Source: an optimization exercise on an open RTL-to-GDS flow (aim: small area and few clock cycles). Production flows keep margins and buffers that such runs may drop. The RTL was checked by simulation tests, not by an equivalence proof against the original design. Power and IR drop assume default switching activity.

==> flow/design.v <==
module crc16_x25_byte (
    input  wire [15:0] crc_in,
    input  wire [7:0]  data,
    output reg  [15:0] crc_out
);
    integer i;
    reg [15:0] c;
    always @(*) begin
        c = crc_in ^ {8'h00, data};
        for (i = 0; i < 8; i = i + 1) begin
            if (c[0])
                c = (c >> 1) ^ 16'h8408;
            else
                c = c >> 1;
        end
        crc_out = c;
    end
endmodule
module hdlc_rx32 (
    input  wire        clk,
    input  wire        rst,
    input  wire        rx_valid,
    output wire        rx_ready,
    input  wire [31:0] rx_data,
    input  wire  [2:0] rx_len,
    input  wire        rx_clear,
    output wire        pl_valid,
    input  wire        pl_ready,
    output wire [31:0] pl_data,
    output wire  [2:0] pl_len,
    output wire        pl_end,
    output wire        pl_crc_ok,
    output wire        pl_abort
);
    localparam [7:0]  FLAG = 8'h7E;
    localparam [7:0]  ESC  = 8'h7D;
    localparam [15:0] RESIDUE = 16'hF0B8;
    reg        open_r;      
    reg        esc_r;       
    reg  [1:0] hc_r;        
    reg  [7:0] h0_r;        
    reg  [7:0] h1_r;        
    reg [15:0] crc_r;       
    reg        half_r;      
    wire        ne_r = (hc_r != 2'd0) || esc_r;
    wire [15:0] b = half_r ? rx_data[31:16] : rx_data[15:0];
    wire [7:0]  b0 = b[7:0];
    wire [7:0]  b1 = b[15:8];
    wire        in0 = 1'b1;                                   
    wire        in1 = half_r ? rx_len[2] : (rx_len[2] | rx_len[1]);
    wire        more = !half_r && (rx_len[2] | (&rx_len[1:0]));   
    wire f0 = in0 && (b0 == FLAG);
    wire f1 = in1 && (b1 == FLAG);
    wire x0 = (b0 == ESC);
    wire x1 = (b1 == ESC);
    wire end0  = f0 && open_r && ne_r;
    wire bd0   = !f0 && open_r;                   
    wire i0    = bd0 && !esc_r && x0;             
    wire v0    = bd0 && !i0;                      
    wire [7:0] u0 = b0 ^ {2'b00, esc_r, 5'b00000};
    wire o1    = f0 || open_r;                    
    wire n1    = !f0 && (ne_r || bd0);            
    wire e1    = i0;                              
    wire end1  = f1 && o1 && n1;
    wire bd1   = in1 && !f1 && o1;
    wire i1    = bd1 && !e1 && x1;
    wire v1    = bd1 && !i1;
    wire [7:0] u1 = b1 ^ {2'b00, e1, 5'b00000};
    wire has_end = end0 || end1;
    wire hin  = !f0 || end0;                      
    wire [1:0] hce = hin ? hc_r : 2'd0;
    wire       v1n = v1 && !end0;
    reg  [2:0] nemit;
    reg        tge2;
    always @(*) begin
        case ({hce, v0, v1n})
            4'b00_00:                     begin tge2 = 1'b0; nemit = 3'd0; end
            4'b00_01, 4'b00_10, 4'b01_00: begin tge2 = 1'b0; nemit = has_end ? 3'd1 : 3'd0; end
            4'b00_11, 4'b01_01, 4'b01_10, 4'b10_00: begin tge2 = 1'b1; nemit = 3'd0; end
            4'b01_11, 4'b10_01, 4'b10_10: begin tge2 = 1'b1; nemit = 3'd1; end
            4'b10_11:                     begin tge2 = 1'b1; nemit = 3'd2; end
            default:                      begin tge2 = 1'b1; nemit = 3'd0; end
        endcase
    end
    wire [7:0] slot0 = (hce == 2'd2) ? h0_r : (hce == 2'd1) ? h1_r : u0;
    assign pl_data = {b, h1_r, slot0};
    wire [15:0] cs0, cs1;
    wire [15:0] ca0 = crc_r;
    crc16_x25_byte u_s0 (.crc_in(ca0), .data(u0), .crc_out(cs0));
    wire [15:0] ca1 = f0 ? 16'hFFFF : (v0 ? cs0 : ca0);
    crc16_x25_byte u_s1 (.crc_in(ca1), .data(u1), .crc_out(cs1));
    wire [15:0] ca2 = f1 ? 16'hFFFF : (v1 ? cs1 : ca1);
    wire esc_at_end = end0 ? esc_r : e1;
    wire crc_good = ((end0 ? ca0 : ca1) == RESIDUE) && !esc_at_end && tge2;
    wire ev = rx_clear ? (open_r && ne_r) : (has_end || nemit != 3'd0);
    assign pl_valid  = rx_valid && ev;
    assign pl_len    = rx_clear ? 3'd0 : nemit;
    assign pl_end    = rx_clear || has_end;
    assign pl_crc_ok = !rx_clear && crc_good;
    assign pl_abort  = rx_clear;
    wire go = rx_valid && pl_ready;
    assign rx_ready = pl_ready && (rx_clear || !more);
    wire o2 = f1 || o1;
    wire e2 = f1 ? 1'b0 : (bd1 ? i1 : e1);
    wire [2:0] kb = f1 ? 3'd0 :
                    f0 ? {2'b00, v1} :
                    {1'b0, hc_r} + {2'b00, v0} + {2'b00, v1};
    always @(posedge clk) begin
        if (rst) begin
            open_r <= 1'b0;
            hc_r   <= 2'd0;
            half_r <= 1'b0;
        end else if (go) begin
            if (rx_clear) begin
                open_r <= 1'b0;
                half_r <= 1'b0;
            end else begin
                open_r <= o2;
                esc_r  <= e2;
                hc_r   <= (kb >= 3'd2) ? 2'd2 : kb[1:0];
                crc_r  <= ca2;
                if (v1) begin
                    h0_r <= v0 ? u0 : h1_r;
                    h1_r <= u1;
                end else if (v0) begin
                    h0_r <= h1_r;
                    h1_r <= u0;
                end
                half_r <= more;
            end
        end
    end
endmodule
==> flow/config.mk <==
export PLATFORM = sky130hd
export DESIGN_NAME = hdlc_rx32
export DESIGN_NICKNAME = hdlc_rx32
export VERILOG_FILES = /design/flow/design.v
export SDC_FILE = /design/flow/constraint.sdc
export NUM_CORES = 4
export LEC_CHECK = 0
export CAP_MARGIN = 20
export CORE_MARGIN = 2
export CORE_UTILIZATION = 40
export SLEW_MARGIN = 20
==> flow/constraint.sdc <==
create_clock -name core_clock -period 5.5 [get_ports {clk}]
set_input_delay 1.1000 -clock core_clock [delete_from_list [all_inputs] [get_ports {clk}]]
set_output_delay 1.1000 -clock core_clock [all_outputs]
set_load 0.01 [all_outputs]
standard.sh (not shown) runs the stock make flow with config.mk's settings and CLKGATE_MAP_FILE= SYNTH_SCRIPT=/design/flow/synth_recipe.tcl, a recipe that flattens the netlist after the stock synthesis.
==> flow/flow/run.sh <==
#!/bin/bash
# Layout flow: the standard flow (standard.sh, ORFS synth to finish) with
# two changes:
#  - ABC maps the logic with flow/abc_area.script (structural choices, then
#    delay mapping with area recovery) in place of ORFS's speed script,
#    which upsizes every gate; synthesis is otherwise unchanged, so the
#    registers are the standard synthesis's;
#  - the port buffers are buf_1 cells instead of the default buffer cell.
# Each step's full log stays in orfs/logs/; make's own output goes to
# flow_make.log in the work folder.
set -euo pipefail
W=$PWD
rm -rf "$W/scripts_local"
cp -r "$FLOW_HOME/scripts" "$W/scripts_local"
cp "$W/flow/abc_area.script" "$W/scripts_local/abc_speed.script"
bash "$W/standard.sh" SCRIPTS_DIR="$W/scripts_local" \
    BUFFER_PORTS_ARGS="-buffer_cell sky130_fd_sc_hd__buf_1" \
    CTS_ARGS="-repair_clock_nets -buf_list sky130_fd_sc_hd__clkbuf_8 -root_buf sky130_fd_sc_hd__clkbuf_8" finish \
    > "$W/flow_make.log" 2>&1
==> flow/flow/abc_area.script <==
&get -n
&st
&dch
&nf -R 1000
&put
topo
Testbench counts at the start, summed over its fixed seeds: cycles 49,670.
Edit:
--- a/flow/flow/run.sh
+++ b/flow/flow/run.sh
@@ -16,4 +16,3 @@
 bash "$W/standard.sh" SCRIPTS_DIR="$W/scripts_local" \
-    BUFFER_PORTS_ARGS="-buffer_cell sky130_fd_sc_hd__buf_1" \
-    CTS_ARGS="-repair_clock_nets -buf_list sky130_fd_sc_hd__clkbuf_8 -root_buf sky130_fd_sc_hd__clkbuf_8" finish \
+    BUFFER_PORTS_ARGS="-buffer_cell sky130_fd_sc_hd__buf_1" finish \
     > "$W/flow_make.log" 2>&1
==> flow/flow/abc_area.script (replaced) <==
&get -n
&st
&dch
&nf
&st
&syn2
&if -g -K 6
&synch2
&nf
&st
&syn2
&if -g -K 6
&synch2
&nf
&st
&syn2
&if -g -K 6
&synch2
&nf
&st
&syn2
&if -g -K 6
&synch2
&nf
&st
&syn2
&if -g -K 6
&synch2
&nf
&put
buffer -c
topo
stime -c
dnsize -c
After rerunning: The new run ran to the end with no violations; wire length rises by 17%; hold slack improved by 0.12 ns; area after synthesis rises by 14%; flip-flop and latch count is unchanged; die area rises by 13%; via count rises by 13%; clock-buffer cell count stays the same; final cell count rises by 6.7%; sequential power barely changes.
Edit:
==> flow/flow/abc_area.script (replaced) <==
&get -n
&st
&dch
&nf -R 1000
&put
buffer -c
topo
stime -c
dnsize -c
Result:
- The new run passed the timing, design-rule and antenna checks
- total power goes down by 9.4%
- final cell count goes down by 6.6%
- clock skew goes down by 0.0036 ns
- setup slack is better by 0.092 ns
Edit:
==> flow/flow/abc_area.script (replaced) <==
&get -n
&st
&dch
&nf -R 1000
&put
topo
- CTS_BUF_LIST: unset -> sky130_fd_sc_hd__clkbuf_4 sky130_fd_sc_hd__clkbuf_8
After rerunning:
- die area decreases by 2.2%
- cell count increases by 0.36%
- critical path depth is unchanged
- setup slack degrades by 0.071 ns
- power decreases by 6.8%
- synthesized area decreases by 2.3%
Edit:
--- a/flow/flow/run.sh
+++ b/flow/flow/run.sh
@@ -16,3 +16,4 @@
 bash "$W/standard.sh" SCRIPTS_DIR="$W/scripts_local" \
-    BUFFER_PORTS_ARGS="-buffer_cell sky130_fd_sc_hd__buf_1" finish \
+    BUFFER_PORTS_ARGS="-buffer_cell sky130_fd_sc_hd__buf_1" \
+    CTS_ARGS="-sink_clustering_enable -repair_clock_nets -sink_clustering_size 40 -sink_clustering_max_diameter 300" finish \
     > "$W/flow_make.log" 2>&1
- CTS_BUF_LIST: sky130_fd_sc_hd__clkbuf_4 sky130_fd_sc_hd__clkbuf_8 -> unset
Outcome: Die area is unchanged; core utilization is unchanged; wire length stays the same; non-clock buffer count does not change; flip-flop and latch count is unchanged; power does not change; maximum frequency stays the same; final cell count does not change; sequential share of layout area is unchanged; combinational power is about the same.

## run K
Another version of the RTL of hdlc_rx32 (not shown whole).
Size: about 370 cells after synthesis, roughly 80 I/O pins.
Settings: LEC_CHECK=0, CAP_MARGIN=20, CORE_MARGIN=2, CORE_UTILIZATION=40, SLEW_MARGIN=20; clock period 5.5 ns.
==> flow/flow/run.sh <==
#!/bin/bash
# Layout flow: the standard flow (standard.sh, ORFS synth to finish) with
# two changes:
#  - ABC maps the logic with flow/abc_area.script (structural choices, then
#    delay mapping with area recovery) in place of ORFS's speed script,
#    which upsizes every gate; synthesis is otherwise unchanged, so the
#    registers are the standard synthesis's;
#  - the port buffers are buf_1 cells instead of the default buffer cell.
# Each step's full log stays in orfs/logs/; make's own output goes to
# flow_make.log in the work folder.
set -euo pipefail
W=$PWD
rm -rf "$W/scripts_local"
cp -r "$FLOW_HOME/scripts" "$W/scripts_local"
cp "$W/flow/abc_area.script" "$W/scripts_local/abc_speed.script"
bash "$W/standard.sh" SCRIPTS_DIR="$W/scripts_local" \
    BUFFER_PORTS_ARGS="-buffer_cell sky130_fd_sc_hd__buf_1" finish \
    > "$W/flow_make.log" 2>&1
==> flow/flow/abc_area.script <==
&get -n
&st
&dch
&nf -R 1000
&put
topo
Testbench counts of run K, summed over its fixed seeds: cycles 49,670.
#### Input delta (run D over run K)
==> flow/run.sh (new file) <==
#!/bin/bash
# synth_recipe.tcl (not shown) runs the flow's synth.tcl, then flattens the netlist and writes it again
# the make line also repeats each setting of config.mk as NAME=value (left out here)
make -C /OpenROAD-flow-scripts/flow DESIGN_CONFIG=/design/flow/config.mk WORK_HOME=/design/flow/orfs CLKGATE_MAP_FILE= SYNTH_SCRIPT=/design/flow/synth_recipe.tcl finish
removed: flow/flow/run.sh
removed: flow/flow/abc_area.script
removed: flow/standard.sh
[summary]
Run D was carried through to the last stage, and its layout satisfied the timing, design-rule and antenna checks. The standard cell with the maximum stage delay on the critical path comes out sky130_fd_sc_hd__clkdlybuf4s50_1 in one run and sky130_fd_sc_hd__nor4_2 in the other, namely in run D and run K respectively. Comparing non-clock buffer count for run K and run D, the bigger number came from run D. Run D against run K: power attributed to combinational cells went up about 5%; utilization went up 3.8 points; time the final worst path needs with I/O delays and setup saw an increase. Compared with run K, in run D total number of cells along the worst setup path shows a reduction of 5; area growth from synthesis to layout grew by 8.5 points; final setup slack of the worst path down 170 ps; largest voltage drop on the vdd net lost 13%. Re sequential share of layout area: run K was higher than run D.

static timing again, ports no longer ideal:
No port has a modelled driver above. Below, the same layouts with a new extraction and two added sets of constraints. Step 1: set_driving_cell puts a clkbuf_16 on clk and a buf_2 on each other input, an assumption about the parent block. Step 2 adds t to the input delays and takes it off the output delays; t is the mean of the earliest and latest rising clock arrival at the registers after step 1. Input paths then give back, and output paths get back, about the clock's delay inside the block. Three values: ideal ports, drivers, drivers and shift; two values: the first two.
run	shift t [ns]	setup slack, ns	hold slack, ns	worst register clock-pin slew, ns	pins driven straight from the clock port
the first run of note 1	0.317	0.296 / 0.276 / 0.276	0.500 / 0.500 / 0.500	0.08 / 0.08	1
the second run of note 1	0.328	0.274 / 0.249 / 0.249	0.622 / 0.622 / 0.622	0.09 / 0.09	1
the third run of note 1	0.327	0.366 / 0.338 / 0.338	0.574 / 0.574 / 0.574	0.08 / 0.08	1
the fourth run of note 1	0.317	0.296 / 0.276 / 0.276	0.500 / 0.500 / 0.500	0.08 / 0.08	1
the fifth run of note 1	0.317	0.296 / 0.276 / 0.276	0.500 / 0.500 / 0.500	0.08 / 0.08	1
run K	0.322	0.304 / 0.284 / 0.284	0.513 / 0.513 / 0.513	0.08 / 0.08	1
run D	0.331	0.135 / 0.108 / 0.108	0.500 / 0.500 / 0.500	0.08 / 0.08	1
After both steps setup and hold are still met in every run listed. The setup slack of the third run of note 1, which loses most, moves by -0.028 ns with the drivers and by -0.028 ns with both steps.
